This is an optimization exercise on Yosys and OpenROAD, whose aim is small area, a short achievable clock period and few clock cycles, not a production implementation.
Only simulation tests tie the RTL to the original design; equivalence was not proved.
Power and IR drop assume default switching activity.

==> 07-20: inputs <==
Design ww_dec, start of the top module:
module ww_dec #(
    parameter N = 24                   
) (
    input  wire        clk,
    input  wire        rst,
    input  wire        in_valid,
    input  wire [7:0]  in_data,
    output wire        in_ready,
    output wire        out_valid,
    input  wire        out_ready,
    output wire [1:0]  out_kind,
    output wire        out_end,
    output wire [31:0] out_data
);
==> flow/config.mk <==
export PLATFORM = sky130hd
export DESIGN_NAME = ww_dec
export DESIGN_NICKNAME = ww_dec
export VERILOG_FILES = /design/flow/design.v
export SDC_FILE = /design/flow/constraint.sdc
export NUM_CORES = 4
export LEC_CHECK = 0
export ABC_AREA = 1
export CAP_MARGIN = 20
export CORE_MARGIN = 2
export CORE_UTILIZATION = 40
export SETUP_SLACK_MARGIN = 2.6
export SLEW_MARGIN = 20
export SYNTH_MEMORY_MAX_BITS = 16384
==> flow/constraint.sdc <==
create_clock -name core_clock -period 6.0 [get_ports {clk}]
set_input_delay 1.2000 -clock core_clock [delete_from_list [all_inputs] [get_ports {clk}]]
set_output_delay 1.2000 -clock core_clock [all_outputs]
set_load 0.01 [all_outputs]
run.sh (not shown) runs the stock make flow with config.mk's settings and CLKGATE_MAP_FILE= SYNTH_SCRIPT=/design/flow/synth_recipe.tcl, a recipe that flattens the netlist after the stock synthesis.
==> 07-28 (differences from 07-20) <==
--- a/flow/design.v
+++ b/flow/design.v
@@ -112,15 +112,15 @@
         if (l7)  base = 8'd13;                        
         if (l8)  base = c8_lt166 ? 8'd148 : 8'd55;    
         if (l9)  base = 8'd238;                       
         if (l11) base = k_lt238 ? 8'd66 : k_lt245 ? 8'd76 : k_lt251 ? 8'd102 : 8'd128;
     end
 endmodule
 module ww_dec #(
-    parameter N = 24                   
+    parameter N = 26                   
 ) (
     input  wire        clk,
     input  wire        rst,
     input  wire        in_valid,
     input  wire [7:0]  in_data,
     output wire        in_ready,
     output wire        out_valid,
@@ -278,14 +278,16 @@
                 assign mh[h] = (h / 4 == g) ? sel[h] : 1'b0;
             end
             assign sh_lo[g] = |ml;
             assign sh_hi[g] = |mh;
         end
     endgenerate
     wire [3:0] amt = {sh_hi[3] | sh_hi[2], sh_hi[3] | sh_hi[1], sh_lo[3] | sh_lo[2], sh_lo[3] | sh_lo[1]};
+    wire [3:0] amt_fb  = (state == S_RAW) ? 4'd8 : 4'd10;
+    wire [3:0] amt_all = full ? amt : fb ? amt_fb : 4'd0;
     wire [31:0] ival = (state == S_PAY) ? {count[23:0], w[12:5]} :
                        !w[12] ? {28'd0, w[11:8]} :
                        !w[11] ? {24'd0, w[10:3]} : {24'd0, w[9:2]};
     wire [31:0] cbase = fresh ? 32'd0 : count;
     wire [7:0] rot = {in_data, in_data} >> nb[2:0];    
     reg  [N-1:0] buf_in;
     integer i, k;
@@ -295,23 +297,17 @@
             if (take && (((k >> 3) == nb[4:3] && (k & 7) >= nb[2:0]) ||
                          ((k >> 3) == nb[4:3] + 2'd1 && (k & 7) < nb[2:0])))
                 buf_in[i] = rot[7 - (k & 7)];
             else
                 buf_in[i] = buf_q[i];
         end
     end
-    wire [N-1:0] buf_s1 = ({N{sh_lo[0]}} & buf_in) | ({N{sh_lo[1]}} & (buf_in << 1)) |
-                          ({N{sh_lo[2]}} & (buf_in << 2)) | ({N{sh_lo[3]}} & (buf_in << 3));
-    wire [N-1:0] buf_sh = ({N{sh_hi[0]}} & buf_s1) | ({N{sh_hi[1]}} & (buf_s1 << 4)) |
-                          ({N{sh_hi[2]}} & (buf_s1 << 8)) | ({N{sh_hi[3]}} & (buf_s1 << 12));
-    wire [N-1:0] buf_fb = (state == S_RAW) ? (buf_in << 8) : (buf_in << 10);
     wire [4:0]   nb8    = nb + (take ? 5'd8 : 5'd0);
-    wire [3:0]   amt_fb = (state == S_RAW) ? 4'd8 : 4'd10;
     always @(posedge clk) begin
-        buf_q <= full ? buf_sh : fb ? buf_fb : buf_in;
+        buf_q <= buf_in << amt_all;
         if (go) begin
             okind <= (state == S_ASC) ? 2'd0 :
                      (state == S_UTF) ? 2'd1 :
                      (state == S_RAW) ? 2'd2 : 2'd3;
             oend  <= bend;
             obyte <= sym;
         end
Settings changed: CORE_UTILIZATION 40 to 45, SETUP_SLACK_MARGIN 2.6 to 2.55.
==> summary of the runs <==
- In 07-28 the total power is larger than in 07-20, by 10%.
- Register-to-register slack: 07-20 is lower than 07-28 (0.02 ns).
- In 07-20 the critical path depth is lower than in 07-28, by 1.
- Of 07-20 and 07-28, 07-20 has the higher clock skew (gap 0.0013 ns).
- 07-28 completed with no timing, DRC or antenna violations. 07-20 ran to the end with no violations.
- Between 07-28 and 07-20, the lower clock power is in 07-28 (gap about 5.6%, measured against 07-20).
- Combinational power: 07-28 is higher than 07-20 (15%).
- Sequential power: 07-20 is smaller than 07-28 (about 5%).
- Against 07-28, the sequential share of layout area of 07-20 is lower by 0.31 points.
- In 07-20 the die area is larger than in 07-28, by about 15%.
Testbench counts of 07-20, summed over its fixed seeds: cycles 7,574.
Testbench counts of 07-28, summed over its fixed seeds: cycles 7,393.

* * *

==> inputs of v24 <==
==> flow/design.v <==
module ww_asc_rom (
    input  wire [10:0] a,
    output wire        l5,
    output wire        l6,
    output wire        l7,
    output wire        l10,
    output wire        l11,
    output wire        term,
    output reg  [7:0]  base
);
    assign l5 = (!a[10] && !a[9] && !a[8] && !a[7]) ||
                  (!a[10] && !a[9] && !a[8] && a[7] && !a[6]);
    assign l6 = (!a[10] && !a[9] && !a[8] && a[7] && a[6]) ||
                  (!a[10] && !a[9] && a[8]) ||
                  (!a[10] && a[9]) ||
                  (a[10] && !a[9]) ||
                  (a[10] && a[9] && !a[8] && !a[7]) ||
                  (a[10] && a[9] && !a[8] && a[7] && !a[6]) ||
                  (a[10] && a[9] && !a[8] && a[7] && a[6] && !a[5]);
    assign l7 = (a[10] && a[9] && !a[8] && a[7] && a[6] && a[5]) ||
                  (a[10] && a[9] && a[8] && !a[7]);
    assign l10 = (a[10] && a[9] && a[8] && a[7] && !a[6]) ||
                  (a[10] && a[9] && a[8] && a[7] && a[6] && !a[5]) ||
                  (a[10] && a[9] && a[8] && a[7] && a[6] && a[5] && !a[4]) ||
                  (a[10] && a[9] && a[8] && a[7] && a[6] && a[5] && a[4] && !a[3]) ||
                  (a[10] && a[9] && a[8] && a[7] && a[6] && a[5] && a[4] && a[3] && !a[2] && !a[1]);
    assign l11 = (a[10] && a[9] && a[8] && a[7] && a[6] && a[5] && a[4] && a[3] && !a[2] && a[1]) ||
                  (a[10] && a[9] && a[8] && a[7] && a[6] && a[5] && a[4] && a[3] && a[2]);
    assign term = (a[10] && a[9] && a[8] && a[7] && a[6] && a[5] && a[4] && a[3] && !a[2] && !a[1]);
    wire k_lt42 = (!a[6]) ||
               (a[6] && !a[5] && !a[4]) ||
               (a[6] && !a[5] && a[4] && !a[3] && !a[2]);
    wire k_lt49 = (!a[6]) ||
               (a[6] && !a[5]) ||
               (a[6] && a[5] && !a[4] && !a[3] && !a[2] && !a[1]);
    wire k_lt55 = (!a[6]) ||
               (a[6] && !a[5]) ||
               (a[6] && a[5] && !a[4] && !a[3]) ||
               (a[6] && a[5] && !a[4] && a[3] && !a[2]) ||
               (a[6] && a[5] && !a[4] && a[3] && a[2] && !a[1]);
    always @(*) begin
        base = 8'd0;
        if (l5)  base = 8'd120;
        if (l6)  base = a[10] ? 8'd65 : 8'd59;        
        if (l7)  base = 8'd194;                       
        if (l10) base = k_lt42 ? 8'd70 : k_lt49 ? 8'd80 : k_lt55 ? 8'd106 : 8'd132;
        if (l11) base = 8'd6;                         
    end
endmodule
module ww_fbc_rom (
    input  wire [10:0] a,
    output wire        l6,
    output wire        l7,
    output wire        l8,
    output wire        l9,
    output wire        l10,
    output wire        l11,
    output wire        term,
    output reg  [7:0]  base
);
    assign l6 = (!a[10] && !a[9]) ||
                  (!a[10] && a[9] && !a[8]) ||
                  (!a[10] && a[9] && a[8] && !a[7] && !a[6]);
    assign l7 = (!a[10] && a[9] && a[8] && !a[7] && a[6]) ||
                  (!a[10] && a[9] && a[8] && a[7]) ||
                  (a[10] && !a[9] && !a[8] && !a[7]) ||
                  (a[10] && !a[9] && !a[8] && a[7] && !a[6]) ||
                  (a[10] && !a[9] && !a[8] && a[7] && a[6] && !a[5]);
    assign l8 = (a[10] && !a[9] && !a[8] && a[7] && a[6] && a[5]) ||
                  (a[10] && !a[9] && a[8]) ||
                  (a[10] && a[9] && !a[8] && !a[7] && !a[6]) ||
                  (a[10] && a[9] && !a[8] && !a[7] && a[6] && !a[5] && !a[4] && !a[3]);
    assign l9 = (a[10] && a[9] && !a[8] && !a[7] && a[6] && !a[5] && !a[4] && a[3]) ||
                  (a[10] && a[9] && !a[8] && !a[7] && a[6] && !a[5] && a[4]) ||
                  (a[10] && a[9] && !a[8] && !a[7] && a[6] && a[5]) ||
                  (a[10] && a[9] && !a[8] && a[7]) ||
                  (a[10] && a[9] && a[8] && !a[7]) ||
                  (a[10] && a[9] && a[8] && a[7] && !a[6] && !a[5]) ||
                  (a[10] && a[9] && a[8] && a[7] && !a[6] && a[5] && !a[4]) ||
                  (a[10] && a[9] && a[8] && a[7] && !a[6] && a[5] && a[4] && !a[3]) ||
                  (a[10] && a[9] && a[8] && a[7] && !a[6] && a[5] && a[4] && a[3] && !a[2]);
    assign l10 = (a[10] && a[9] && a[8] && a[7] && !a[6] && a[5] && a[4] && a[3] && a[2] && !a[1]);
    assign l11 = (a[10] && a[9] && a[8] && a[7] && !a[6] && a[5] && a[4] && a[3] && a[2] && a[1]) ||
                  (a[10] && a[9] && a[8] && a[7] && a[6]);
    assign term = l10;
    wire c8_lt166 = (!a[10]) ||
               (a[10] && !a[9] && !a[8]) ||
               (a[10] && !a[9] && a[8] && !a[7] && !a[6] && !a[5]) ||
               (a[10] && !a[9] && a[8] && !a[7] && !a[6] && a[5] && !a[4]);
    wire k_lt238 = (!a[7]) ||
               (a[7] && !a[6]) ||
               (a[7] && a[6] && !a[5]) ||
               (a[7] && a[6] && a[5] && !a[4] && !a[3]) ||
               (a[7] && a[6] && a[5] && !a[4] && a[3] && !a[2]) ||
               (a[7] && a[6] && a[5] && !a[4] && a[3] && a[2] && !a[1]);
    wire k_lt245 = (!a[7]) ||
               (a[7] && !a[6]) ||
               (a[7] && a[6] && !a[5]) ||
               (a[7] && a[6] && a[5] && !a[4]) ||
               (a[7] && a[6] && a[5] && a[4] && !a[3] && !a[2]) ||
               (a[7] && a[6] && a[5] && a[4] && !a[3] && a[2] && !a[1] && !a[0]);
    wire k_lt251 = (!a[7]) ||
               (a[7] && !a[6]) ||
               (a[7] && a[6] && !a[5]) ||
               (a[7] && a[6] && a[5] && !a[4]) ||
               (a[7] && a[6] && a[5] && a[4] && !a[3]) ||
               (a[7] && a[6] && a[5] && a[4] && a[3] && !a[2] && !a[1]) ||
               (a[7] && a[6] && a[5] && a[4] && a[3] && !a[2] && a[1] && !a[0]);
    always @(*) begin
        base = 8'd0;
        if (l6)  base = 8'd97;
        if (l7)  base = 8'd13;                        
        if (l8)  base = c8_lt166 ? 8'd148 : 8'd55;    
        if (l9)  base = 8'd238;                       
        if (l11) base = k_lt238 ? 8'd66 : k_lt245 ? 8'd76 : k_lt251 ? 8'd102 : 8'd128;
    end
endmodule
module ww_dec #(
    parameter N = 24                   
) (
    input  wire        clk,
    input  wire        rst,
    input  wire        in_valid,
    input  wire [7:0]  in_data,
    output wire        in_ready,
    output wire        out_valid,
    input  wire        out_ready,
    output wire [1:0]  out_kind,
    output wire        out_end,
    output wire [31:0] out_data
);
    localparam [2:0] S_TAG  = 3'd0,    
                     S_ASC  = 3'd1,    
                     S_UTF  = 3'd2,    
                     S_RAW  = 3'd3,    
                     S_INTP = 3'd4,    
                     S_PAY  = 3'd5;    
    reg  [N-1:0] buf_q;
    reg  [4:0]   nb;
    reg  [2:0]   state;
    reg  [1:0]   pc;               
    reg          ov;
    reg  [1:0]   okind;
    reg          oend;
    reg  [7:0]   obyte;
    reg  [31:0]  count;            
    reg          fresh;            
    assign out_valid = ov;
    assign out_kind  = okind;
    assign out_end   = oend;
    assign out_data  = oend ? count : {24'd0, obyte};
    assign in_ready = (nb <= N - 8);
    wire take = in_valid && in_ready;
    wire go   = !ov || out_ready;
    wire [13:0] ge;
    genvar g;
    generate for (g = 0; g < 14; g = g + 1) begin : g_ge
        assign ge[g] = (nb >= g);
    end endgenerate
    wire [12:0] w = buf_q[N-1 -: 13];
    wire a_l5, a_l6, a_l7, a_l10, a_l11, a_term;
    wire [7:0] a_base;
    ww_asc_rom u_asc (.a(w[12:2]), .base(a_base), .term(a_term), .l5(a_l5), .l6(a_l6),
                      .l7(a_l7), .l10(a_l10), .l11(a_l11));
    wire f_l6, f_l7, f_l8, f_l9, f_l10, f_l11, f_term;
    wire [7:0] f_base;
    ww_fbc_rom u_fbc (.a(w[12:2]), .base(f_base), .term(f_term), .l6(f_l6), .l7(f_l7),
                      .l8(f_l8), .l9(f_l9), .l10(f_l10), .l11(f_l11));
    wire asc_st = (state == S_ASC);
    wire utf_st = (state == S_UTF);
    wire [6:0] lsel;           
    assign lsel[0] = asc_st && a_l5;
    assign lsel[1] = (asc_st && a_l6) || (utf_st && f_l6);
    assign lsel[2] = (asc_st && a_l7) || (utf_st && f_l7);
    assign lsel[3] = (utf_st && f_l8) || (state == S_RAW);
    assign lsel[4] = utf_st && f_l9;
    assign lsel[5] = asc_st && a_l10;
    assign lsel[6] = (asc_st && a_l11) || (utf_st && f_l11);
    wire [7:0] kfield = ({8{lsel[0]}} & {3'd0, w[12:8]}) |
                        ({8{lsel[1]}} & {2'd0, w[12:7]}) |
                        ({8{lsel[2]}} & {1'd0, w[12:6]})  |
                        ({8{lsel[3]}} & w[12:5]) |
                        ({8{lsel[4]}} & w[11:4]) |
                        ({8{lsel[5]}} & w[10:3]) |
                        ({8{lsel[6]}} & w[9:2]);
    wire [7:0] sbase = asc_st ? a_base : utf_st ? f_base : 8'd0;
    wire [7:0] sym = sbase + kfield;
    function [2:0] tag_len(input [2:0] t);
        tag_len = !t[2] ? 3'b001 : !t[1] ? 3'b010 : 3'b100;
    endfunction
    function [2:0] tag_st(input [2:0] t);
        tag_st = !t[2] ? S_ASC : !t[1] ? S_UTF : !t[0] ? S_RAW : S_INTP;
    endfunction
    wire [2:0] t_h = w[12:10];             
    wire [2:0] t_t = w[2:0];               
    wire [2:0] t_r = w[4:2];               
    wire       raw_end = (w[12:5] == 8'd0);
    reg  [13:0] sel;
    reg  [2:0]  st_full;       
    reg         beat;
    reg         bend;
    always @(*) begin
        sel     = 14'd0;
        st_full = state;
        beat    = 1'b0;
        bend    = 1'b0;
        case (state)
            S_TAG: begin
                sel[3:1] = tag_len(t_h);
                st_full  = tag_st(t_h);
            end
            S_ASC: begin
                beat = 1'b1;
                bend = a_term;
                if (a_term) begin
                    sel[13:11] = tag_len(t_t);
                    st_full    = tag_st(t_t);
                end else begin
                    sel[5]  = a_l5 && !(fresh && ov && oend);
                    sel[6]  = a_l6;
                    sel[7]  = a_l7;
                    sel[10] = a_l10;
                    sel[11] = a_l11;
                end
            end
            S_UTF: begin
                beat = 1'b1;
                bend = f_term;
                if (f_term) begin
                    sel[13:11] = tag_len(t_t);
                    st_full    = tag_st(t_t);
                end else begin
                    sel[6]  = f_l6;
                    sel[7]  = f_l7;
                    sel[8]  = f_l8;
                    sel[9]  = f_l9;
                    sel[11] = f_l11;
                end
            end
            S_RAW: begin
                beat = 1'b1;
                bend = raw_end;
                if (raw_end) begin
                    sel[11:9] = tag_len(t_r);
                    st_full   = tag_st(t_r);
                end else begin
                    sel[8] = 1'b1;
                end
            end
            S_INTP: begin
                beat    = !(w[12] && w[11]);
                bend    = 1'b1;
                sel[5]  = !w[12];
                sel[10] = w[12] && !w[11];
                sel[11] = w[12] && w[11];
                st_full = (w[12] && w[11]) ? S_PAY : S_TAG;
            end
            default: begin   
                beat    = (pc == 2'd0);
                bend    = 1'b1;
                sel[8]  = 1'b1;
                st_full = (pc == 2'd0) ? S_TAG : S_PAY;
            end
        endcase
    end
    wire text_st = (state == S_ASC) || (state == S_UTF) || (state == S_RAW);
    wire full = go && |(sel & ge);
    wire fb   = go && !full && text_st && bend && ((state == S_RAW) ? ge[8] : ge[10]);
    wire step = full || fb;
    wire [3:0] sh_lo;
    wire [3:0] sh_hi;
    genvar h;
    generate
        for (g = 0; g < 4; g = g + 1) begin : g_sh
            wire [13:0] ml, mh;
            for (h = 0; h < 14; h = h + 1) begin : g_m
                assign ml[h] = (h % 4 == g) ? sel[h] : 1'b0;
                assign mh[h] = (h / 4 == g) ? sel[h] : 1'b0;
            end
            assign sh_lo[g] = |ml;
            assign sh_hi[g] = |mh;
        end
    endgenerate
    wire [3:0] amt = {sh_hi[3] | sh_hi[2], sh_hi[3] | sh_hi[1], sh_lo[3] | sh_lo[2], sh_lo[3] | sh_lo[1]};
    wire [31:0] ival = (state == S_PAY) ? {count[23:0], w[12:5]} :
                       !w[12] ? {28'd0, w[11:8]} :
                       !w[11] ? {24'd0, w[10:3]} : {24'd0, w[9:2]};
    wire [31:0] cbase = fresh ? 32'd0 : count;
    wire [7:0] rot = {in_data, in_data} >> nb[2:0];    
    reg  [N-1:0] buf_in;
    integer i, k;
    always @(*) begin
        for (i = 0; i < N; i = i + 1) begin
            k = N - 1 - i;         
            if (take && (((k >> 3) == nb[4:3] && (k & 7) >= nb[2:0]) ||
                         ((k >> 3) == nb[4:3] + 2'd1 && (k & 7) < nb[2:0])))
                buf_in[i] = rot[7 - (k & 7)];
            else
                buf_in[i] = buf_q[i];
        end
    end
    wire [N-1:0] buf_s1 = ({N{sh_lo[0]}} & buf_in) | ({N{sh_lo[1]}} & (buf_in << 1)) |
                          ({N{sh_lo[2]}} & (buf_in << 2)) | ({N{sh_lo[3]}} & (buf_in << 3));
    wire [N-1:0] buf_sh = ({N{sh_hi[0]}} & buf_s1) | ({N{sh_hi[1]}} & (buf_s1 << 4)) |
                          ({N{sh_hi[2]}} & (buf_s1 << 8)) | ({N{sh_hi[3]}} & (buf_s1 << 12));
    wire [N-1:0] buf_fb = (state == S_RAW) ? (buf_in << 8) : (buf_in << 10);
    wire [4:0]   nb8    = nb + (take ? 5'd8 : 5'd0);
    wire [3:0]   amt_fb = (state == S_RAW) ? 4'd8 : 4'd10;
    always @(posedge clk) begin
        buf_q <= full ? buf_sh : fb ? buf_fb : buf_in;
        if (rst) begin
            nb    <= 5'd0;
            state <= S_TAG;
            ov    <= 1'b0;
            fresh <= 1'b1;
        end else begin
            nb <= full ? nb8 - {1'b0, amt} : fb ? nb8 - {1'b0, amt_fb} : nb8;
            if (go)
                ov <= step && beat;
            if (step) begin
                state <= full ? st_full : S_TAG;
                if (beat) begin
                    okind <= (state == S_ASC) ? 2'd0 :
                             (state == S_UTF) ? 2'd1 :
                             (state == S_RAW) ? 2'd2 : 2'd3;
                    oend  <= bend;
                    obyte <= sym;
                    fresh <= bend;
                end
                if (text_st) begin
                    if (beat)
                        count <= cbase + {31'd0, !bend};
                end else if (state != S_TAG)
                    count <= ival;
                if (state == S_INTP)
                    pc <= w[10] ? 2'd2 : 2'd0;
                else if (state == S_PAY)
                    pc <= pc - 2'd1;
            end
        end
    end
endmodule
==> flow/run.sh <==
#!/bin/bash
# synth_recipe.tcl (not shown) runs the flow's synth.tcl, then flattens the netlist and writes it again
# the make line also repeats each setting of config.mk as NAME=value (left out here)
make -C /OpenROAD-flow-scripts/flow DESIGN_CONFIG=/design/flow/config.mk WORK_HOME=/design/flow/orfs CLKGATE_MAP_FILE= SYNTH_SCRIPT=/design/flow/synth_recipe.tcl finish
==> flow/config.mk <==
export PLATFORM = sky130hd
export DESIGN_NAME = ww_dec
export DESIGN_NICKNAME = ww_dec
export VERILOG_FILES = /design/flow/design.v
export SDC_FILE = /design/flow/constraint.sdc
export NUM_CORES = 4
export LEC_CHECK = 0
export ABC_AREA = 1
export CAP_MARGIN = 20
export CORE_MARGIN = 2
export CORE_UTILIZATION = 40
export SETUP_SLACK_MARGIN = 2.8
export SLEW_MARGIN = 20
export SYNTH_MEMORY_MAX_BITS = 16384
==> flow/constraint.sdc <==
create_clock -name core_clock -period 6.0 [get_ports {clk}]
set_input_delay 1.2000 -clock core_clock [delete_from_list [all_inputs] [get_ports {clk}]]
set_output_delay 1.2000 -clock core_clock [all_outputs]
set_load 0.01 [all_outputs]
==> v13: changes against v24 <==
--- a/flow/design.v
+++ b/flow/design.v
@@ -118,3 +118,3 @@
 module ww_dec #(
-    parameter N = 24                   
+    parameter N = 26                   
 ) (
@@ -284,2 +284,4 @@
     wire [3:0] amt = {sh_hi[3] | sh_hi[2], sh_hi[3] | sh_hi[1], sh_lo[3] | sh_lo[2], sh_lo[3] | sh_lo[1]};
+    wire [3:0] amt_fb  = (state == S_RAW) ? 4'd8 : 4'd10;
+    wire [3:0] amt_all = full ? amt : fb ? amt_fb : 4'd0;
     wire [31:0] ival = (state == S_PAY) ? {count[23:0], w[12:5]} :
@@ -301,11 +303,12 @@
     end
-    wire [N-1:0] buf_s1 = ({N{sh_lo[0]}} & buf_in) | ({N{sh_lo[1]}} & (buf_in << 1)) |
-                          ({N{sh_lo[2]}} & (buf_in << 2)) | ({N{sh_lo[3]}} & (buf_in << 3));
-    wire [N-1:0] buf_sh = ({N{sh_hi[0]}} & buf_s1) | ({N{sh_hi[1]}} & (buf_s1 << 4)) |
-                          ({N{sh_hi[2]}} & (buf_s1 << 8)) | ({N{sh_hi[3]}} & (buf_s1 << 12));
-    wire [N-1:0] buf_fb = (state == S_RAW) ? (buf_in << 8) : (buf_in << 10);
     wire [4:0]   nb8    = nb + (take ? 5'd8 : 5'd0);
-    wire [3:0]   amt_fb = (state == S_RAW) ? 4'd8 : 4'd10;
     always @(posedge clk) begin
-        buf_q <= full ? buf_sh : fb ? buf_fb : buf_in;
+        buf_q <= buf_in << amt_all;
+        if (go) begin
+            okind <= (state == S_ASC) ? 2'd0 :
+                     (state == S_UTF) ? 2'd1 :
+                     (state == S_RAW) ? 2'd2 : 2'd3;
+            oend  <= bend;
+            obyte <= sym;
+        end
         if (rst) begin
@@ -321,10 +324,4 @@
                 state <= full ? st_full : S_TAG;
-                if (beat) begin
-                    okind <= (state == S_ASC) ? 2'd0 :
-                             (state == S_UTF) ? 2'd1 :
-                             (state == S_RAW) ? 2'd2 : 2'd3;
-                    oend  <= bend;
-                    obyte <= sym;
+                if (beat)
                     fresh <= bend;
-                end
                 if (text_st) begin
--- a/flow/config.mk
+++ b/flow/config.mk
@@ -10,4 +10,4 @@
 export CORE_MARGIN = 2
-export CORE_UTILIZATION = 40
-export SETUP_SLACK_MARGIN = 2.8
+export CORE_UTILIZATION = 50
+export SETUP_SLACK_MARGIN = 2.45
 export SLEW_MARGIN = 20
==> v6: changes against v24 <==
--- a/flow/design.v
+++ b/flow/design.v
@@ -310,2 +310,9 @@
         buf_q <= full ? buf_sh : fb ? buf_fb : buf_in;
+        if (go) begin
+            okind <= (state == S_ASC) ? 2'd0 :
+                     (state == S_UTF) ? 2'd1 :
+                     (state == S_RAW) ? 2'd2 : 2'd3;
+            oend  <= bend;
+            obyte <= sym;
+        end
         if (rst) begin
@@ -321,10 +328,4 @@
                 state <= full ? st_full : S_TAG;
-                if (beat) begin
-                    okind <= (state == S_ASC) ? 2'd0 :
-                             (state == S_UTF) ? 2'd1 :
-                             (state == S_RAW) ? 2'd2 : 2'd3;
-                    oend  <= bend;
-                    obyte <= sym;
+                if (beat)
                     fresh <= bend;
-                end
                 if (text_st) begin
--- a/flow/config.mk
+++ b/flow/config.mk
@@ -11,3 +11,3 @@
 export CORE_UTILIZATION = 40
-export SETUP_SLACK_MARGIN = 2.8
+export SETUP_SLACK_MARGIN = 2.4
 export SLEW_MARGIN = 20
==> results.txt <==
Final cell count, highest first: v24, v6, v13. Cell area: v24 is larger than v6 (about 15%). The highest fmax belongs to v24, the lowest to v6. The lowest clock skew belongs to v6, the highest to v13.
Testbench counts of v24, summed over its fixed seeds: cycles 7,574.
Testbench counts of v13, summed over its fixed seeds: cycles 7,393.
Testbench counts of v6, summed over its fixed seeds: cycles 7,574.

[static timing again, ports no longer ideal]
No port has a modelled driver above. Below, the same layouts with a new extraction and two added sets of constraints.
Step 1, drivers: a clkbuf_16 drives clk and a buf_2 each remaining input, both assumed.
Step 2 also shifts input and output timing later by t, the mid clock arrival at the registers, as if the neighbouring blocks saw the same clock.
Slacks: ideal / step 1 / step 2; pairs: ideal / step 1.
| run | t (ns) | setup slack, ns | worst setup path at the end | slew at the worst register clock pin (ns) | worst slew at a driven data input, ns |
|---|---|---|---|---|---|
| 07-20 | 0.398 | 2.588 / 2.588 / 2.335 | input to register | 0.07 / 0.07 | 0.04 |
| 07-28 | 0.392 | 2.604 / 2.604 / 2.347 | input to register | 0.07 / 0.07 | 0.04 |
| v24 | 0.395 | 2.730 / 2.730 / 2.515 | input to register | 0.07 / 0.07 | 0.03 |
| v13 | 0.406 | 2.559 / 2.559 / 2.208 | input to register | 0.07 / 0.07 | 0.03 |
| v6 | 0.397 | 2.541 / 2.541 / 2.296 | input to register | 0.07 / 0.07 | 0.03 |
After both steps setup and hold are still met in every run listed. The setup slack of v13, which loses most, moves by 0.000 ns with the drivers and by -0.351 ns with both steps.
